Background: an optimization exercise with open tools, aiming at small area, a short achievable clock period and few clock cycles. Do not read the settings as production practice.
The RTL was checked by simulation tests, not by an equivalence proof against the original design.
Power is estimated from default activity; no workload was simulated.

<file path="run.sh">
#!/bin/bash
# synth_recipe.tcl (not shown) runs the flow's synth.tcl, then flattens the netlist and writes it again
# the make line also repeats each setting of config.mk as NAME=value (left out here)
make -C /OpenROAD-flow-scripts/flow DESIGN_CONFIG=/design/flow/config.mk WORK_HOME=/design/flow/orfs CLKGATE_MAP_FILE= SYNTH_SCRIPT=/design/flow/synth_recipe.tcl finish
</file>
<file path="config.mk">
export PLATFORM = sky130hd
export DESIGN_NAME = msdenc
export DESIGN_NICKNAME = msdenc
export VERILOG_FILES = /design/flow/design.v
export SDC_FILE = /design/flow/constraint.sdc
export NUM_CORES = 8
export LEC_CHECK = 0
export CAP_MARGIN = 20
export CELL_PAD_IN_SITES_DETAIL_PLACEMENT = 1
export CELL_PAD_IN_SITES_GLOBAL_PLACEMENT = 2
export CORE_MARGIN = 2
export CORE_UTILIZATION = 25
export PLACE_DENSITY = 0.45
export SLEW_MARGIN = 20
</file>
<file path="constraint.sdc">
create_clock -name core_clock -period 10.0 [get_ports {clk}]
set_input_delay 2.0000 -clock core_clock [delete_from_list [all_inputs] [get_ports {clk}]]
set_output_delay 2.0000 -clock core_clock [all_outputs]
set_load 0.01 [all_outputs]
</file>
<file path="design.v">
module msdenc (
    input  wire        clk,
    input  wire        rst,
    input  wire        host_valid,
    output wire        host_ready,
    input  wire        host_write,
    input  wire        host_arr,
    input  wire [2:0]  host_id,
    input  wire [7:0]  host_idx,
    input  wire [63:0] host_wdata,
    output reg         rd_valid,
    output reg  [63:0] rd_data
);
    localparam [7:0] OP_ENCBITS  = 8'h01;
    localparam [7:0] OP_ENCWIDE  = 8'h02;
    localparam [7:0] OP_ALNUM    = 8'h03;
    localparam [7:0] OP_ENCMSD   = 8'h10;
    localparam [7:0] OP_ENCERA   = 8'h11;
    localparam [7:0] OP_MAPDIAG  = 8'h20;
    localparam [7:0] OP_MAPCRASH = 8'h21;
    localparam [7:0] ST_OK      = 8'h00;
    localparam [7:0] ST_FAIL    = 8'h01;
    localparam [7:0] ST_ERR_CMD = 8'h02;
    localparam [7:0] ST_ERR_ARG = 8'h03;
    localparam [7:0] C_NONE     = 8'h00;
    localparam [7:0] C_VERSION  = 8'h01;
    localparam [7:0] C_VTYPE    = 8'h02;
    localparam [7:0] C_VIN      = 8'h03;
    localparam [7:0] C_LAT      = 8'h05;
    localparam [7:0] C_LON      = 8'h06;
    localparam [7:0] C_DIR      = 8'h07;
    localparam [7:0] C_N1_DLAT  = 8'h08;
    localparam [7:0] C_N1_DLON  = 8'h09;
    localparam [7:0] C_N2_DLAT  = 8'h0A;
    localparam [7:0] C_N2_DLON  = 8'h0B;
    localparam [7:0] C_LENGTH   = 8'h0C;
    localparam [7:0] C_BAD_LEN  = 8'h10;
    localparam [7:0] C_OFS_OVF  = 8'h11;
    localparam [7:0] C_BAD_OP   = 8'h20;
    localparam [7:0] C_RESERVED = 8'h21;
    localparam [2:0] S_IDLE = 3'd0;
    localparam [2:0] S_DEC  = 3'd1;
    localparam [2:0] S_STEP = 3'd2;
    localparam [2:0] S_EMIT = 3'd3;
    localparam [4:0] M_VER     = 5'd0;
    localparam [4:0] M_OPT     = 5'd1;
    localparam [4:0] M_OIDLEN  = 5'd2;
    localparam [4:0] M_OIDB    = 5'd3;
    localparam [4:0] M_DATALEN = 5'd4;
    localparam [4:0] M_DATAB   = 5'd5;
    localparam [4:0] M_MSGID   = 5'd6;
    localparam [4:0] M_CTRL    = 5'd7;
    localparam [4:0] M_VIN     = 5'd8;
    localparam [4:0] M_PROP    = 5'd9;
    localparam [4:0] M_TS      = 5'd10;
    localparam [4:0] M_LAT     = 5'd11;
    localparam [4:0] M_LON     = 5'd12;
    localparam [4:0] M_DIR     = 5'd13;
    localparam [4:0] M_N1P     = 5'd14;
    localparam [4:0] M_N1LAT   = 5'd15;
    localparam [4:0] M_N1LON   = 5'd16;
    localparam [4:0] M_N2P     = 5'd17;
    localparam [4:0] M_N2LAT   = 5'd18;
    localparam [4:0] M_N2LON   = 5'd19;
    localparam [4:0] M_PAXP    = 5'd20;
    localparam [4:0] M_PAX     = 5'd21;
    localparam [4:0] M_END     = 5'd22;
    reg [7:0]  status, cause, cause_index;
    reg [15:0] res_offset, res_bits;
    reg [7:0]  res_bytes, res_code;
    reg [15:0] r_wide;
    reg [63:0] r_mask;
    reg [7:0]  r_version;
    reg        r_opt;
    reg [7:0]  r_oid_len, r_data_len, r_msgid;
    reg        r_auto, r_test, r_trust;
    reg [7:0]  r_vtype;
    reg [5:0]  r_prop;
    reg [31:0] r_ts, r_lat, r_lon;
    reg [7:0]  r_dir;
    reg        r_n1p;
    reg [15:0] r_n1lat, r_n1lon;
    reg        r_n2p;
    reg [15:0] r_n2lat, r_n2lon;
    reg        r_paxp;
    reg [7:0]  r_pax;
    reg        r_severe, r_diagp, r_crashp;
    reg [20:0] r_diag_pres, r_diag_val;
    reg [5:0]  r_crash_pres, r_crash_val;
    reg [8*4-1:0]   src_f;
    reg [8*17-1:0]  vin_f;
    reg [8*255-1:0] oid_f;
    reg [8*255-1:0] dat_f;
    reg [0:1119]    bstream;
    reg [2:0]  state;
    reg [31:0] cmd_w;
    reg        msd_mode;       
    reg [4:0]  step;
    reg [7:0]  idx;            
    reg [15:0] cursor;
    reg [31:0] em_val;
    reg [5:0]  em_len;
    reg [16:0] end_offset;     
    wire accept = host_valid && host_ready;
    assign host_ready = (state == S_IDLE);
    wire [7:0]  w_op  = cmd_w[7:0];
    wire [7:0]  w_a   = cmd_w[15:8];
    wire [15:0] w_b   = cmd_w[31:16];
    reg  [7:0] al_char;
    reg  [5:0] al_code;
    reg        al_ok;
    always @* begin
        if (state == S_DEC) al_char = w_a;
        else                al_char = vin_f[8*idx +: 8];
    end
    always @* begin
        al_ok   = 1'b1;
        al_code = 6'd0;
        if (al_char >= 8'h30 && al_char <= 8'h39)      al_code = al_char[5:0] - 6'h30;       
        else if (al_char >= 8'h41 && al_char <= 8'h48) al_code = al_char[5:0] + 6'd9;    
        else if (al_char >= 8'h4A && al_char <= 8'h4E) al_code = al_char[5:0] + 6'd8;    
        else if (al_char == 8'h50)                     al_code = 6'd23;                       
        else if (al_char >= 8'h52 && al_char <= 8'h5A) al_code = al_char[5:0] + 6'd6;    
        else                                           al_ok   = 1'b0;
    end
    wire signed [31:0] lat_s = r_lat;
    wire signed [31:0] lon_s = r_lon;
    wire lat_ok = (r_lat == 32'h7FFFFFFF) ||
                  (lat_s >= -32'sd324000000 && lat_s <= 32'sd324000000);
    wire lon_ok = (r_lon == 32'h7FFFFFFF) ||
                  (lon_s >= -32'sd648000000 && lon_s <= 32'sd648000000);
    wire dir_ok = (r_dir <= 8'd179) || (r_dir == 8'd255);
    wire vt_ok  = (r_vtype >= 8'd1) && (r_vtype <= 8'd13);
    wire n1lat_ok = (r_n1lat[15:9] == {7{r_n1lat[9]}});
    wire n1lon_ok = (r_n1lon[15:9] == {7{r_n1lon[9]}});
    wire n2lat_ok = (r_n2lat[15:9] == {7{r_n2lat[9]}});
    wire n2lon_ok = (r_n2lon[15:9] == {7{r_n2lon[9]}});
    reg [31:0] bits_val;
    always @* begin
        case (w_a)
            8'd16:   bits_val = {16'd0, src_f[7:0], src_f[15:8]};
            8'd24:   bits_val = {8'd0, src_f[7:0], src_f[15:8], src_f[23:16]};
            8'd32:   bits_val = {src_f[7:0], src_f[15:8], src_f[23:16], src_f[31:24]};
            default: bits_val = {24'd0, src_f[7:0]};
        endcase
    end
    wire bits_len_ok = (w_a <= 8'd8) || (w_a == 8'd16) || (w_a == 8'd24) || (w_a == 8'd32);
    wire [16:0] arg_end = {1'b0, w_b} + {9'd0, w_a};
    reg [39:0] era_e;
    always @* begin
        era_e = 40'd0;
        era_e[39:32] = 8'd1;
        era_e[31] = r_diagp;
        era_e[30] = r_crashp;
        era_e[29] = r_severe;
        if (r_diagp) begin
            era_e[28:8] = {
                r_diag_pres[0]  & r_diag_val[0],  r_diag_pres[1]  & r_diag_val[1],
                r_diag_pres[2]  & r_diag_val[2],  r_diag_pres[3]  & r_diag_val[3],
                r_diag_pres[4]  & r_diag_val[4],  r_diag_pres[5]  & r_diag_val[5],
                r_diag_pres[6]  & r_diag_val[6],  r_diag_pres[7]  & r_diag_val[7],
                r_diag_pres[8]  & r_diag_val[8],  r_diag_pres[9]  & r_diag_val[9],
                r_diag_pres[10] & r_diag_val[10], r_diag_pres[11] & r_diag_val[11],
                r_diag_pres[12] & r_diag_val[12], r_diag_pres[13] & r_diag_val[13],
                r_diag_pres[14] & r_diag_val[14], r_diag_pres[15] & r_diag_val[15],
                r_diag_pres[16] & r_diag_val[16], r_diag_pres[17] & r_diag_val[17],
                r_diag_pres[18] & r_diag_val[18], r_diag_pres[19] & r_diag_val[19],
                r_diag_pres[20] & r_diag_val[20]};
            if (r_crashp)
                era_e[7:2] = {
                    r_crash_pres[0] & r_crash_val[0], r_crash_pres[1] & r_crash_val[1],
                    r_crash_pres[2] & r_crash_val[2], r_crash_pres[3] & r_crash_val[3],
                    r_crash_pres[4] & r_crash_val[4], r_crash_pres[5] & r_crash_val[5]};
        end else if (r_crashp) begin
            era_e[28:23] = {
                r_crash_pres[0] & r_crash_val[0], r_crash_pres[1] & r_crash_val[1],
                r_crash_pres[2] & r_crash_val[2], r_crash_pres[3] & r_crash_val[3],
                r_crash_pres[4] & r_crash_val[4], r_crash_pres[5] & r_crash_val[5]};
        end
    end
    wire [15:0] era_bits = 16'd11 + (r_diagp ? 16'd21 : 16'd0) + (r_crashp ? 16'd6 : 16'd0);
    reg        ld_fail;         
    reg [7:0]  ld_cause, ld_index;
    reg        ld_emit;         
    reg [31:0] ld_val;
    reg [5:0]  ld_len;
    reg        ld_next;         
    reg [4:0]  ld_step;         
    reg        ld_done;         
    always @* begin
        ld_fail  = 1'b0;
        ld_cause = C_NONE;
        ld_index = 8'd0;
        ld_emit  = 1'b0;
        ld_val   = 32'd0;
        ld_len   = 6'd0;
        ld_next  = 1'b1;
        ld_step  = step + 5'd1;
        ld_done  = 1'b0;
        case (step)
            M_VER: begin
                if (r_version != 8'd1) begin ld_fail = 1'b1; ld_cause = C_VERSION; end
                else begin ld_emit = 1'b1; ld_val = {24'd0, r_version}; ld_len = 6'd8; end
            end
            M_OPT: begin
                ld_emit = 1'b1; ld_val = {31'd0, r_opt}; ld_len = 6'd1;
                if (!r_opt) ld_step = M_MSGID;
            end
            M_OIDLEN: begin
                ld_emit = 1'b1; ld_val = {24'd0, r_oid_len}; ld_len = 6'd8;
            end
            M_OIDB: begin
                if (idx < r_oid_len) begin
                    ld_emit = 1'b1; ld_val = {24'd0, oid_f[8*idx +: 8]}; ld_len = 6'd8;
                    ld_next = 1'b0;
                end
            end
            M_DATALEN: begin
                ld_emit = 1'b1; ld_val = {24'd0, r_data_len}; ld_len = 6'd8;
            end
            M_DATAB: begin
                if (idx < r_data_len) begin
                    ld_emit = 1'b1; ld_val = {24'd0, dat_f[8*idx +: 8]}; ld_len = 6'd8;
                    ld_next = 1'b0;
                end
            end
            M_MSGID: begin
                ld_emit = 1'b1; ld_val = {24'd0, r_msgid}; ld_len = 6'd8;
            end
            M_CTRL: begin
                if (!vt_ok) begin ld_fail = 1'b1; ld_cause = C_VTYPE; end
                else begin
                    ld_emit = 1'b1;
                    ld_val  = {25'd0, r_auto, r_test, r_trust, r_vtype[3:0] - 4'd1};
                    ld_len  = 6'd7;
                end
            end
            M_VIN: begin
                if (!al_ok) begin ld_fail = 1'b1; ld_cause = C_VIN; ld_index = idx; end
                else begin
                    ld_emit = 1'b1; ld_val = {26'd0, al_code}; ld_len = 6'd6;
                    ld_next = (idx == 8'd16);
                end
            end
            M_PROP: begin
                ld_emit = 1'b1;
                if (r_prop[idx[2:0]]) begin ld_val = 32'd3; ld_len = 6'd2; end
                else                  begin ld_val = 32'd0; ld_len = 6'd1; end
                ld_next = (idx == 8'd5);
            end
            M_TS: begin
                ld_emit = 1'b1; ld_val = r_ts; ld_len = 6'd32;
            end
            M_LAT: begin
                if (!lat_ok) begin ld_fail = 1'b1; ld_cause = C_LAT; end
                else begin ld_emit = 1'b1; ld_val = {~r_lat[31], r_lat[30:0]}; ld_len = 6'd32; end
            end
            M_LON: begin
                if (!lon_ok) begin ld_fail = 1'b1; ld_cause = C_LON; end
                else begin ld_emit = 1'b1; ld_val = {~r_lon[31], r_lon[30:0]}; ld_len = 6'd32; end
            end
            M_DIR: begin
                if (!dir_ok) begin ld_fail = 1'b1; ld_cause = C_DIR; end
                else begin ld_emit = 1'b1; ld_val = {24'd0, r_dir}; ld_len = 6'd8; end
            end
            M_N1P: begin
                ld_emit = 1'b1; ld_val = {31'd0, r_n1p}; ld_len = 6'd1;
                if (!r_n1p) ld_step = M_N2P;
            end
            M_N1LAT: begin
                if (!n1lat_ok) begin ld_fail = 1'b1; ld_cause = C_N1_DLAT; end
                else begin ld_emit = 1'b1; ld_val = {22'd0, ~r_n1lat[9], r_n1lat[8:0]}; ld_len = 6'd10; end
            end
            M_N1LON: begin
                if (!n1lon_ok) begin ld_fail = 1'b1; ld_cause = C_N1_DLON; end
                else begin ld_emit = 1'b1; ld_val = {22'd0, ~r_n1lon[9], r_n1lon[8:0]}; ld_len = 6'd10; end
            end
            M_N2P: begin
                ld_emit = 1'b1; ld_val = {31'd0, r_n2p}; ld_len = 6'd1;
                if (!r_n2p) ld_step = M_PAXP;
            end
            M_N2LAT: begin
                if (!n2lat_ok) begin ld_fail = 1'b1; ld_cause = C_N2_DLAT; end
                else begin ld_emit = 1'b1; ld_val = {22'd0, ~r_n2lat[9], r_n2lat[8:0]}; ld_len = 6'd10; end
            end
            M_N2LON: begin
                if (!n2lon_ok) begin ld_fail = 1'b1; ld_cause = C_N2_DLON; end
                else begin ld_emit = 1'b1; ld_val = {22'd0, ~r_n2lon[9], r_n2lon[8:0]}; ld_len = 6'd10; end
            end
            M_PAXP: begin
                ld_emit = 1'b1; ld_val = {31'd0, r_paxp}; ld_len = 6'd1;
                if (!r_paxp) ld_step = M_END;
            end
            M_PAX: begin
                ld_emit = 1'b1; ld_val = {24'd0, r_pax}; ld_len = 6'd8;
            end
            default: begin
                ld_done = 1'b1;
                ld_next = 1'b0;
                if (cursor > 16'd1120) begin ld_fail = 1'b1; ld_cause = C_LENGTH; end
            end
        endcase
    end
    wire reg_wr = accept && host_write && !host_arr;
    wire arr_wr = accept && host_write &&  host_arr;
    wire emit_we = (state == S_EMIT) && (cursor < 16'd1120);
    wire emit_bit = em_val[em_len[4:0] - 5'd1];
    wire era_we  = (state == S_DEC) && (w_op == OP_ENCERA) && (w_a == 8'd0) && (w_b == 16'd0);
    integer i, b;
    always @(posedge clk) begin
        if (reg_wr) begin
            case (host_idx)
                8'h08: r_wide       <= host_wdata[15:0];
                8'h09: r_mask       <= host_wdata;
                8'h10: r_version    <= host_wdata[7:0];
                8'h11: r_opt        <= host_wdata[0];
                8'h12: r_oid_len    <= host_wdata[7:0];
                8'h13: r_data_len   <= host_wdata[7:0];
                8'h14: r_msgid      <= host_wdata[7:0];
                8'h15: r_auto       <= host_wdata[0];
                8'h16: r_test       <= host_wdata[0];
                8'h17: r_trust      <= host_wdata[0];
                8'h18: r_vtype      <= host_wdata[7:0];
                8'h19: r_prop       <= host_wdata[5:0];
                8'h1A: r_ts         <= host_wdata[31:0];
                8'h1B: r_lat        <= host_wdata[31:0];
                8'h1C: r_lon        <= host_wdata[31:0];
                8'h1D: r_dir        <= host_wdata[7:0];
                8'h1E: r_n1p        <= host_wdata[0];
                8'h1F: r_n1lat      <= host_wdata[15:0];
                8'h20: r_n1lon      <= host_wdata[15:0];
                8'h21: r_n2p        <= host_wdata[0];
                8'h22: r_n2lat      <= host_wdata[15:0];
                8'h23: r_n2lon      <= host_wdata[15:0];
                8'h24: r_paxp       <= host_wdata[0];
                8'h25: r_pax        <= host_wdata[7:0];
                8'h30: r_severe     <= host_wdata[0];
                8'h31: r_diagp      <= host_wdata[0];
                8'h32: r_diag_pres  <= host_wdata[20:0];
                8'h33: r_diag_val   <= host_wdata[20:0];
                8'h34: r_crashp     <= host_wdata[0];
                8'h35: r_crash_pres <= host_wdata[5:0];
                8'h36: r_crash_val  <= host_wdata[5:0];
                default: ;
            endcase
        end
        if (state == S_DEC && w_a == 8'd0 && w_b == 16'd0) begin
            if (w_op == OP_MAPDIAG) begin
                for (i = 0; i < 21; i = i + 1) begin
                    r_diag_pres[i] <= r_mask[2*i];
                    r_diag_val[i]  <= r_mask[2*i+1];
                end
                r_diagp <= 1'b1;
            end
            if (w_op == OP_MAPCRASH) begin
                for (i = 0; i < 6; i = i + 1) begin
                    r_crash_pres[i] <= r_mask[2*i];
                    r_crash_val[i]  <= r_mask[2*i+1];
                end
                r_crashp <= 1'b1;
            end
        end
    end
    always @(posedge clk) begin
        for (i = 0; i < 4; i = i + 1)
            if (arr_wr && host_id == 3'd0 && host_idx == i) src_f[8*i +: 8] <= host_wdata[7:0];
        for (i = 0; i < 17; i = i + 1)
            if (arr_wr && host_id == 3'd1 && host_idx == i) vin_f[8*i +: 8] <= host_wdata[7:0];
        for (i = 0; i < 255; i = i + 1)
            if (arr_wr && host_id == 3'd2 && host_idx == i) oid_f[8*i +: 8] <= host_wdata[7:0];
        for (i = 0; i < 255; i = i + 1) begin
            if (era_we && i < 5)
                dat_f[8*i +: 8] <= era_e[39-8*i -: 8];
            else if (arr_wr && host_id == 3'd3 && host_idx == i)
                dat_f[8*i +: 8] <= host_wdata[7:0];
        end
        for (i = 0; i < 140; i = i + 1) begin
            if (arr_wr && host_id == 3'd4 && host_idx == i)
                bstream[8*i +: 8] <= host_wdata[7:0];
            if (emit_we && cursor[15:3] == i)
                for (b = 0; b < 8; b = b + 1)
                    if (cursor[2:0] == b) bstream[8*i + b] <= emit_bit;
        end
    end
    always @(posedge clk) begin
        if (rst) begin
            state       <= S_IDLE;
            status      <= ST_OK;
            cause       <= C_NONE;
            cause_index <= 8'd0;
            res_offset  <= 16'd0;
            res_bits    <= 16'd0;
            res_bytes   <= 8'd0;
            res_code    <= 8'd0;
            cmd_w       <= 32'd0;
            msd_mode    <= 1'b0;
            step        <= 5'd0;
            idx         <= 8'd0;
            cursor      <= 16'd0;
            em_val      <= 32'd0;
            em_len      <= 6'd0;
            end_offset  <= 17'd0;
        end else begin
            case (state)
                S_IDLE: begin
                    if (reg_wr && host_idx == 8'h00) begin
                        cmd_w <= host_wdata[31:0];
                        state <= S_DEC;
                    end
                end
                S_DEC: begin
                    state       <= S_IDLE;
                    status      <= ST_OK;
                    cause       <= C_NONE;
                    cause_index <= 8'd0;
                    case (w_op)
                        OP_ENCBITS, OP_ENCWIDE: begin
                            if ((w_op == OP_ENCBITS) ? !bits_len_ok : (w_a > 8'd16)) begin
                                status <= ST_ERR_ARG; cause <= C_BAD_LEN;
                            end else if (arg_end > 17'h0FFFF) begin
                                status <= ST_ERR_ARG; cause <= C_OFS_OVF;
                            end else if (w_a == 8'd0) begin
                                res_offset <= w_b;
                            end else begin
                                cursor     <= w_b;
                                em_val     <= (w_op == OP_ENCBITS) ? bits_val : {16'd0, r_wide};
                                em_len     <= w_a[5:0];
                                end_offset <= arg_end;
                                msd_mode   <= 1'b0;
                                state      <= S_EMIT;
                            end
                        end
                        OP_ALNUM: begin
                            if (w_b != 16'd0) begin
                                status <= ST_ERR_CMD; cause <= C_RESERVED;
                            end else begin
                                res_code <= al_ok ? {2'b00, al_code} : 8'hFF;
                            end
                        end
                        OP_ENCMSD, OP_ENCERA, OP_MAPDIAG, OP_MAPCRASH: begin
                            if (w_a != 8'd0 || w_b != 16'd0) begin
                                status <= ST_ERR_CMD; cause <= C_RESERVED;
                            end else if (w_op == OP_ENCERA) begin
                                res_bits <= era_bits;
                            end else if (w_op == OP_ENCMSD) begin
                                cursor   <= 16'd0;
                                step     <= M_VER;
                                idx      <= 8'd0;
                                msd_mode <= 1'b1;
                                state    <= S_STEP;
                            end
                        end
                        default: begin
                            status <= ST_ERR_CMD; cause <= C_BAD_OP;
                        end
                    endcase
                end
                S_STEP: begin
                    if (ld_fail) begin
                        status      <= ST_FAIL;
                        cause       <= ld_cause;
                        cause_index <= ld_index;
                        res_bits    <= 16'd0;
                        res_bytes   <= 8'd0;
                        state       <= S_IDLE;
                    end else if (ld_done) begin
                        status      <= ST_OK;
                        cause       <= C_NONE;
                        cause_index <= 8'd0;
                        res_bits    <= cursor;
                        res_bytes   <= cursor[10:3];
                        state       <= S_IDLE;
                    end else begin
                        if (ld_emit) begin
                            em_val <= ld_val;
                            em_len <= ld_len;
                            state  <= S_EMIT;
                        end
                        if (ld_next) begin
                            step <= ld_step;
                            idx  <= 8'd0;
                        end else begin
                            idx  <= idx + 8'd1;
                        end
                    end
                end
                S_EMIT: begin
                    cursor <= cursor + 16'd1;
                    em_len <= em_len - 6'd1;
                    if (em_len == 6'd1) begin
                        if (msd_mode) begin
                            state <= S_STEP;
                        end else begin
                            res_offset <= end_offset[15:0];
                            state      <= S_IDLE;
                        end
                    end
                end
                default: state <= S_IDLE;
            endcase
        end
    end
    reg [63:0] rd_mux;
    always @* begin
        rd_mux = 64'd0;
        if (host_arr) begin
            case (host_id)
                3'd0: if (host_idx < 8'd4)   rd_mux[7:0] = src_f[8*host_idx +: 8];
                3'd1: if (host_idx < 8'd17)  rd_mux[7:0] = vin_f[8*host_idx +: 8];
                3'd2: if (host_idx < 8'd255) rd_mux[7:0] = oid_f[8*host_idx +: 8];
                3'd3: if (host_idx < 8'd255) rd_mux[7:0] = dat_f[8*host_idx +: 8];
                3'd4: if (host_idx < 8'd140) rd_mux[7:0] = bstream[8*host_idx +: 8];
                default: ;
            endcase
        end else begin
            case (host_idx)
                8'h01: rd_mux[7:0]  = status;
                8'h02: rd_mux[7:0]  = cause;
                8'h03: rd_mux[7:0]  = cause_index;
                8'h04: rd_mux[15:0] = res_offset;
                8'h05: rd_mux[15:0] = res_bits;
                8'h06: rd_mux[7:0]  = res_bytes;
                8'h07: rd_mux[7:0]  = res_code;
                8'h08: rd_mux[15:0] = r_wide;
                8'h09: rd_mux       = r_mask;
                8'h10: rd_mux[7:0]  = r_version;
                8'h11: rd_mux[0]    = r_opt;
                8'h12: rd_mux[7:0]  = r_oid_len;
                8'h13: rd_mux[7:0]  = r_data_len;
                8'h14: rd_mux[7:0]  = r_msgid;
                8'h15: rd_mux[0]    = r_auto;
                8'h16: rd_mux[0]    = r_test;
                8'h17: rd_mux[0]    = r_trust;
                8'h18: rd_mux[7:0]  = r_vtype;
                8'h19: rd_mux[5:0]  = r_prop;
                8'h1A: rd_mux[31:0] = r_ts;
                8'h1B: rd_mux[31:0] = r_lat;
                8'h1C: rd_mux[31:0] = r_lon;
                8'h1D: rd_mux[7:0]  = r_dir;
                8'h1E: rd_mux[0]    = r_n1p;
                8'h1F: rd_mux[15:0] = r_n1lat;
                8'h20: rd_mux[15:0] = r_n1lon;
                8'h21: rd_mux[0]    = r_n2p;
                8'h22: rd_mux[15:0] = r_n2lat;
                8'h23: rd_mux[15:0] = r_n2lon;
                8'h24: rd_mux[0]    = r_paxp;
                8'h25: rd_mux[7:0]  = r_pax;
                8'h30: rd_mux[0]    = r_severe;
                8'h31: rd_mux[0]    = r_diagp;
                8'h32: rd_mux[20:0] = r_diag_pres;
                8'h33: rd_mux[20:0] = r_diag_val;
                8'h34: rd_mux[0]    = r_crashp;
                8'h35: rd_mux[5:0]  = r_crash_pres;
                8'h36: rd_mux[5:0]  = r_crash_val;
                default: ;
            endcase
        end
    end
    always @(posedge clk) begin
        if (rst) begin
            rd_valid <= 1'b0;
            rd_data  <= 64'd0;
        end else begin
            rd_valid <= accept && !host_write;
            rd_data  <= (accept && !host_write) ? rd_mux : 64'd0;
        end
    end
endmodule
</file>
==> notes.md <==
## cell type report
type                       count  share of cell area (%)
timing repair buffer        1315                    3.49
clock inverter               348                    1.00
sequential                  5980                    48.9
clock buffer                1016                    6.08
antenna                      113                  0.0837
multi-input combinational  12100                    34.7
tap                        15300                    5.66
inverter                      71                  0.0922
## per-stage QoR
stage | area, µm² | instances
3_3_place_gp | 313000 | 34700
2_1_floorplan | 289000 | 20100
4_1_cts | 338000 | 36100
6_report | 338000 | 36200
5_1_grt | 338000 | 36200
3_5_place_dp | 314000 | 34800
## worst reg2reg max path, cell delays in order, from the launching register on
cell and delay [ps]:
dfxtp_4 690, buf_4 540, or3b_4 770, buf_4 820
o21ai_0 210, a2111oi_0 1070, o32ai_1 200, a211oi_2 1080
o31ai_2 450, nor4_2 700, o22ai_1 150, nor2_1 120
a21oi_1 70
## state kept, by name, indices dropped and copies added (netlist names), 21 cells and up
signal,cells
r_ts,32
vin_f,136
r_mask,64
r_diag_val,21
r_diag_pres,21
bstream,1120
src_f,32
r_lon,32
rd_data,64
oid_f,2040
em_val,32
dat_f,2040
cmd_w,32
r_lat,32
## report_power, final
part           leakage [nW]  internal [mW]  switching [mW]
logic                  42.4          0.869            2.06
registers              52.4           26.7          0.0181
clock network          11.6           15.5            11.8
total                   106           43.0            13.9
## final timing paths
kind / slack, ps / to / cells after the start / startpoint
max: 2780 / rd_data[3] / 12 / host_idx[2]
min: 440 / rd_data[47] / 1 / r_mask[47]
min reg2reg: 440 / rd_data[47] / 1 / r_mask[47]
max reg2reg: 2980 / em_val[5] / 12 / idx[2]
## placed cells by master (no fill, tap or decap), types with 767 or more instances in the layout
cell type / n
dfxtp_1: 1424
edfxtp_1: 4548
mux2_2: 894
a21oi_1: 1269
buf_4: 1044
clkbuf_16: 767
nor2_1: 857
mux4_2: 2133
mux2i_1: 1070
a31oi_1: 1141
nand2_1: 924
## logic make-up (layout without fill, tap and decap cells)
family                     after synthesis  count (layout)
DFF                                   5980            5980
AOI/OAI and AO/OA                     4520            4520
muxes                                 4101            4101
and+or+nand+nor                       3377            3377
buffers and inverters                 2048            2750
adders and majority gates               68              68
xor gates and xnor gates                46              46
other                                    0             113
## routing by layer
metal / vias up / wire length [µm] / global-route usage (%)
met5: - / 119 / 0
met4: 20 / 51600 / 7.68
met3: 1577 / 74000 / 2.93
met2: 6773 / 682000 / 39.4
met1: 111000 / 642000 / 33.3
li1: 82800 / - / -
==> results.yml <==
job:
  max-cap-violations: 0
floorplan:
  pin_count: 146
  coreArea_mm2: 1.15
  rows: 395
  start_util_pct: 25.0
  fp.dieW_um: 1080
  die_area_mm2: 1.16
  die_y_um: 1080
clocking:
  cts_root_buffer: "clkbuf_16"
  cts_buffers: 754
  clk_pin_slew_ps: 60
  cts_tree: "yes"
  clock_sinks: 5980
  hold_buffers: 0
  htree_levels: 6
  cts_setup_buffers: 0
  clk_latency_ps: 1190
  cts.repair.resized: 0
  clk_path_buf_depth: 5
synthesis:
  synth.most_common_cell: "edfxtp_1"
  yosysUniqueCellTypes: 102
  syn-cell-area_mm2: 0.289
  yosysTopAreaCell: "edfxtp_1"
  muxShareOfSynthArea_pct: 23.8
  synthFlopType: "edfxtp_1"
  netlist_top_cells_area: "edfxtp_1, mux4_2, dfxtp_1, mux2i_1, mux2_2"
  synth_common_cells: "edfxtp_1, mux4_2, clkbuf_1"
  synth-simple-area-share_pct: 5.38
  synth-seq-cells: 5980
  yosysWarnings: 251
  postSynthCellCount: 20100
  avgSynthCellArea_um2: 14.4
  syn-num-nets: 20300
  ys_async_sr_fraction_pct: 0
  synth_compound_area_share_pct: 10.3
  synth_top_family_by_area: "multiplexers"
  synth-xor-area-share_pct: 0.139
  synth-edff-count: 4548
  synth_top_cell_area_share_pct: 47.2
  synthAdderAreaFrac_pct: 0.297
  seq_area_frac_synth_pct: 57.2
final_layout:
  area_growth_pct: 16.9
  drive_gt1_share_pct: 27.2
  seqCellArea_mm2: 0.165
  nets: 20400
  post-route-util_pct: 29.3
  fill_cells: 121000
  multiInputGateArea_mm2: 0.117
routing:
  drc: 0
  final_antenna_net_count: 0
  dr.pass1.iters: 8
  vias: 202000
  drt-initial-drc-count: 21500
  drt-total-wl_um: 1450000
  viasPerCell: 5.58
  wl_per_cell_um: 40.0
worst_setup_path:
  cp_num_buf_inv: 2
  cp_slowest_cell: "nor3_1"
  cp_cell_sequence: "buf_8, inv_8, ha_1, and2_2, nand2_1, nand4_1, nor3_1, nand4_1, o21ai_0, nor2_1, a2111oi_0, a21oi_1"
  cp_max_fo: 31
  cpPeakStageDelay_ps: 1010
  crit_type: "input pin to register"
  cp_common_cell: "nand4_1"
  cp-start-kind: "input pin"
  endpoint_kind: "register"
  worst_ep_arrival_time_ps: 8250
  cp_data_required_time_ps: 11030
  critPathTopFamily: "simple AND/OR/NAND/NOR gates"
power_and_ir_drop:
  max-vdd-ir-drop_mv: 0.142
  p_total_mw: 57.0
  power_density_mw_per_mm2: 169
  leakagePower_nw: 106
global_routing:
  grt_overflow_total: 0
  grt_pass1_vias: 207000
  grt_pass1_wl_um: 1950000
  track_usage_pct: 24.1
  grt_max_degree: 195
  grt_antenna_before_repair: 180
sta:
  finalSetupViolations: 0
  final.period_utilization_pct: 72.2
  min_period_ps: 7220
  hold_viol: 0
  hold_ws_ps: 435
  tns_ps: 0
  fmax_mhz: 139
  maxSlewHeadroom_pct: 6.36
  rsz0062_at_grt: "no"
  worst_pin_slew_ps: 1400
  report.final.slew_viol_count: 0
  clock_skew_ps: 108
  fin_ws_ps: 2780
status:
  outcome: "finished clean"
place:
  port_buffers: 145
  place_worst_setup_slack_ps: 1900
  routabilityCongestion: 0.845
  post-dp-hpwl_um: 949000
hold_path:
  hold_path.class: "register to register"
Testbench counts, summed over its fixed seeds: cycles 50,065.

## static timing again, ports no longer ideal
Ports are ideal in the flow. The routed layout listed here was re-timed in OpenROAD.
Step 1 assumes that a clkbuf_16 drives the clock port and a buf_2 every other input.
Step 2 also shifts input and output timing later by t, the mid clock arrival at the registers, as if the neighbouring blocks saw the same clock.
Slacks: no drivers / after step 1 / after step 2; pairs: no drivers / after step 1.
t (ns): 1.304
setup WS [ns]: 2.780 / 2.880 / 1.576
cell pins on the clock port's net: 1
After both steps setup and hold are still met in this run. The setup slack of this run moves by +0.100 ns with the drivers and by -1.204 ns with both steps.
